From an optimization exercise on the open Yosys and OpenROAD flow, aimed at small area, a short achievable clock period and few clock cycles per item; shortcuts taken in it are not production practice.
In this exercise RTL edits were held to simulation tests only and were not proved equivalent to the original.

## JK
Design lac_gscale, start of the top module:
module lac_gscale (
    input  wire        clk,
    input  wire        rst_n,
    input  wire        in_valid,
    output wire        in_ready,
    input  wire [31:0] in_r0,
    output reg         out_valid,
    input  wire        out_ready,
    output reg  [31:0] out_s
);
    parameter [24:0] SQ_REG = 25'b0010101010100100010001000;
    parameter [13:0] DV_REG = 14'b10101010101010;
    parameter [13:0] DV_MID = 14'b00000000000000;
    localparam [6:0] ES_NAN = 7'd0, ES_INF = 7'd1, ES_ZERO = 7'd2;
    localparam integer CONV = 6;    
    reg  skid_valid;
    reg  [31:0] skid_s;
    wire adv = !skid_valid;
    assign in_ready = adv;
    reg        v0;
    reg [31:0] r0;
    always @(posedge clk) begin
        if (!rst_n) v0 <= 1'b0;
        else if (adv) v0 <= in_valid;
        if (adv) r0 <= in_r0;
    end
    wire [23:0] a_pre;
    wire        a_rup;
    wire [7:0]  a_e;
    wire [1:0]  a_sp;
    fp32_add u_add (.a(r0), .pre(a_pre), .rup(a_rup), .e0(a_e), .sp(a_sp));
    reg        v1;
    reg [23:0] pre1;
    reg        rup1;
    reg [7:0]  e01;
    reg [1:0]  sp1;
    always @(posedge clk) begin
        if (!rst_n) v1 <= 1'b0;
        else if (adv) v1 <= v0;
        if (adv) begin
            pre1 <= a_pre; rup1 <= a_rup; e01 <= a_e; sp1 <= a_sp;
        end
    end
    wire [24:0] rnd1 = {1'b0, pre1} + {24'd0, rup1};
    wire [22:0] f1 = rnd1[22:0];
    wire [7:0]  e1 = e01 + {7'd0, rnd1[24]};
    wire [8:0] t1 = {1'b0, e1} + 9'd1;
    wire [6:0] es_w = (sp1 == 2'd1) ? ES_NAN : (sp1 == 2'd2) ? ES_INF :
                      (sp1 == 2'd3) ? ES_ZERO : t1[7:1];
    wire odd1 = ~e1[0];    
    wire [1:0]  top2 = odd1 ? {1'b1, f1[22]} : 2'b01;
    wire [23:0] rest = odd1 ? {f1[21:0], 2'b00} : {f1[22:0], 1'b0};   
    wire [25:0] sq_R   [0:24];
    wire [26:0] sq_rem [0:24];
    wire [23:0] sq_rad [0:24];
    wire        sq_v   [0:24];
    wire [6:0]  sq_es  [0:24];
    assign sq_R[0]   = 26'd1;
    assign sq_rem[0] = {25'd0, top2 - 2'd1};
  ...
export LEC_CHECK = 0
export ABC_AREA = 1
export CAP_MARGIN = 20
export CORE_MARGIN = 2
export CORE_UTILIZATION = 40
export SLEW_MARGIN = 20
create_clock -name core_clock -period 30.0 [get_ports {clk}]
standard.sh (not shown) runs the stock make flow with config.mk's settings and CLKGATE_MAP_FILE= SYNTH_SCRIPT=/design/flow/synth_recipe.tcl, a recipe that flattens the netlist after the stock synthesis.
==> flow/flow/run.sh <==
#!/bin/bash
# Own flow: the standard layout (standard.sh: the standard synthesis,
# floorplan, placement, CTS, routing and finishing, all unchanged), with
# ORFS's timing repair (floorplan, CTS and global-route repair_timing) asked
# to keep SETUP_SLACK_MARGIN ns of setup slack at the design's clock period.
# The constraints (constraint.sdc) are the design's; only how hard the
# resizer works changes.  make's output goes to layout.log; ORFS writes each
# step's own log under orfs/logs.
set -euo pipefail
export SETUP_SLACK_MARGIN=22.8
bash standard.sh finish > layout.log 2>&1
JK | status: complete | timing, DRC, antenna: pass
Testbench counts of JK, summed over its fixed seeds: cycles 2,544, items 2,400.
Relative to JK, the following input files were edited for MS:
- CORE_UTILIZATION now 55, was 40
- ABC_AREA no longer set, was 1
-- flow/flow/run.sh --
<<< JK, line 8
# step's own log under orfs/logs.
set -euo pipefail
export SETUP_SLACK_MARGIN=22.8
bash standard.sh finish > layout.log 2>&1
>>> MS, line 8
# step's own log under orfs/logs.
set -euo pipefail
export SETUP_SLACK_MARGIN=22
bash standard.sh finish > layout.log 2>&1
==> comparison <==
MS ends up with a total cell area at the placement stage that is about 0.9% lower than in JK.
Average instance area after synthesis: MS vs JK up 18%
Compared with JK, MS has less setup slack.
Changes observed in MS relative to JK: wire length of the first global-routing pass shrank by 3.8%, core utilization of the finished layout went up, final antenna-violating net count neither gained nor lost much, post-placement setup slack now sits lower, peak per-stage delay on the critical path saw an increase.
Relative to MS, the following input files were edited for AL:
- a change of CORE_UTILIZATION from 55 to 40
- an added ABC_AREA of 1
==> flow/flow/run.sh <==
#!/bin/bash
# Own flow: the standard layout (standard.sh: the standard synthesis,
# floorplan, placement, CTS, routing and finishing, all unchanged), with
#  - ORFS's timing repair (floorplan, CTS and global-route repair_timing)
#    asked to keep SETUP_SLACK_MARGIN ns of setup slack at the design's
#    clock period;
#  - the port buffers that placement inserts on every input and output made
#    buf_4 cells rather than the default delay-buffer cells.
# The constraints (constraint.sdc) are the design's; only how the resizer
# and the port buffering work changes.  make's output goes to layout.log;
# ORFS writes each step's own log under orfs/logs.
set -euo pipefail
export SETUP_SLACK_MARGIN=22.4
export BUFFER_PORTS_ARGS="-buffer_cell sky130_fd_sc_hd__buf_4"
bash standard.sh finish > layout.log 2>&1
### Flow results
Dominant combinational cell family by area after synthesis = simple AND/OR/NAND/NOR gates: AL; dominant combinational cell family by area after synthesis = compound AO/OA/AOI/OAI gates: MS
Diff MS -> AL: critical path depth fell by 1; actual slew at the worst max-slew pin fell by 190 ps.
Measured against each other, AL and MS differ in number of antenna cells inserted, the higher figure coming from AL.
diff inputs: AL => TR
- removing ABC_AREA (formerly 1)
==> flow/flow/run.sh <==
#!/bin/bash
# Own flow: the standard layout (standard.sh: the standard synthesis,
# floorplan, placement, CTS, routing and finishing, all unchanged), with
# ORFS's timing repair (floorplan, CTS and global-route repair_timing) asked
# to keep SETUP_SLACK_MARGIN ns of setup slack at the design's clock period.
# The constraints (constraint.sdc) are the design's; only how hard the
# resizer works changes.  make's output goes to layout.log; ORFS writes each
# step's own log under orfs/logs.
set -euo pipefail
export SETUP_SLACK_MARGIN=22
bash standard.sh finish > layout.log 2>&1
[summary]
Changes observed in TR relative to AL: register-to-register slack went down, ratio of final minimum period to clock period went up by 1.2 points, worst setup slack now sits lower, global routing met2 resource utilization lower, post-layout minimum cycle time increased by 370 ps relative to the old numbers.
Compared with AL, TR shows total wire length lower by about 4%.
Number of buffers created by CTS for TR is lower than for AL.
TR ended up with edfxtp_1 as its cell at the slowest stage of the critical path; AL ended up with dfxtp_4.
Any difference in synthesized area between AL and TR is small enough to ignore.
## Diff of input files: PW against TR
-- flow/flow/run.sh --
<<< TR, line 8
# step's own log under orfs/logs.
set -euo pipefail
export SETUP_SLACK_MARGIN=22
bash standard.sh finish > layout.log 2>&1
>>> PW, line 8
# step's own log under orfs/logs.
set -euo pipefail
export SETUP_SLACK_MARGIN=22.7
bash standard.sh finish > layout.log 2>&1
==> comparison <==
- From TR to PW the numbers moved as follows: non-clock buffer count shows an increase of 325; wire length moved up.
- On worst clock skew, TR loses to PW.
- Against TR as the reference, PW delivers a higher critical path depth.
- In the tables for PW and TR, maximum number of pins on one net before global-route repair reads lower with PW.
- Going from TR to PW, the detailed-route wire length on metal 1 was found to have gone up by about 5%.

* * *

Starting RTL as in the previous note.
export LEC_CHECK = 0
export CAP_MARGIN = 20
export CORE_MARGIN = 2
export CORE_UTILIZATION = 40
export CTS_BUF_LIST = sky130_fd_sc_hd__clkbuf_8
export CTS_CLUSTER_SIZE = 30
export SLEW_MARGIN = 20
create_clock -name core_clock -period 30.0 [get_ports {clk}]
==> flow/flow/run.sh <==
#!/bin/bash
# Own flow: the standard layout (standard.sh: the standard synthesis,
# floorplan, placement, CTS, routing and finishing, all unchanged), with
# ORFS's timing repair (floorplan, CTS and global-route repair_timing) asked
# to keep SETUP_SLACK_MARGIN ns of setup slack at the design's clock period.
# The constraints (constraint.sdc) are the design's; only how hard the
# resizer works changes.  make's output goes to layout.log; ORFS writes each
# step's own log under orfs/logs.
set -euo pipefail
export SETUP_SLACK_MARGIN=22
bash standard.sh finish > layout.log 2>&1
Testbench counts at the start, summed over its fixed seeds: cycles 2,544, items 2,400.
==> next run, changes <==
--- a/flow/flow/run.sh
+++ b/flow/flow/run.sh
@@ -9,3 +9,3 @@
 set -euo pipefail
-export SETUP_SLACK_MARGIN=22
+export SETUP_SLACK_MARGIN=22.4
 bash standard.sh finish > layout.log 2>&1
--- a/flow/config.mk
+++ b/flow/config.mk
@@ -7,2 +7,3 @@
 export LEC_CHECK = 0
+export ABC_AREA = 1
 export CAP_MARGIN = 20
@@ -10,4 +11,2 @@
 export CORE_UTILIZATION = 40
-export CTS_BUF_LIST = sky130_fd_sc_hd__clkbuf_8
-export CTS_CLUSTER_SIZE = 30
 export SLEW_MARGIN = 20
What happened:
- The new run finished clean
- register-to-register slack gets better by 480 ps
- global-route usage goes up by 1.1 points
- via count came out higher by 4.2%
- synthesized area is about the same
- final cell count climbs by 13%
- count of clock-buffer cells in the layout goes down by 38
- utilization hardly moves
- die area stays flat
==> next run, changes <==
--- a/flow/flow/run.sh
+++ b/flow/flow/run.sh
@@ -9,3 +9,3 @@
 set -euo pipefail
-export SETUP_SLACK_MARGIN=22.4
+export SETUP_SLACK_MARGIN=22
 bash standard.sh finish > layout.log 2>&1
What happened:
- The new run finished clean
- register-to-register slack is worse by 340 ps
- design area came out lower slightly
- synthesized area is unchanged
- sequential share of layout area climbs by 0.60 points
- routed wire length shrinks by a few percent
- clock-buffer cell count is unchanged
- setup slack is worse by 310 ps

-- static timing again, ports no longer ideal --
In the flow no input, the clock included, has a driving cell. The finished layouts below were timed again as built, in two steps. Step 1: set_driving_cell puts a clkbuf_16 on clk and a buf_2 on each other input, an assumption about the parent block. Step 2 also shifts input and output timing later by t, the mid clock arrival at the registers, as if the neighbouring blocks saw the same clock. Three values: no drivers, after step 1, after step 2; two values: the first two.
run | shift t [ns] | setup WS [ns] | worst hold slack (ns) | worst setup path after step 2
JK | 0.843 | 22.605 / 22.522 / 22.075 | 0.403 / 0.403 / 0.403 | input to register
MS | 0.804 | 22.106 / 22.029 / 21.636 | 0.399 / 0.399 / 0.399 | input to register
AL | 0.842 | 22.514 / 22.433 / 22.362 | 0.391 / 0.391 / 0.391 | input to register
TR | 0.848 | 22.141 / 22.084 / 21.558 | 0.402 / 0.402 / 0.402 | input to register
PW | 0.843 | 22.226 / 22.226 / 21.994 | 0.411 / 0.411 / 0.411 | input to register
the first run of note 2 | 1.010 | 22.110 / 22.030 / 21.525 | 0.383 / 0.383 / 0.383 | input to register
the second run of note 2 | 0.847 | 22.470 / 22.385 / 21.917 | 0.411 / 0.411 / 0.411 | input to register
the third run of note 2 | 0.843 | 22.159 / 22.075 / 21.728 | 0.410 / 0.410 / 0.410 | input to register
After both steps setup and hold are still met in every run listed. For the first run of note 2, which loses most, drivers alone change the setup slack by -0.080 ns; drivers and shift together by -0.585 ns.
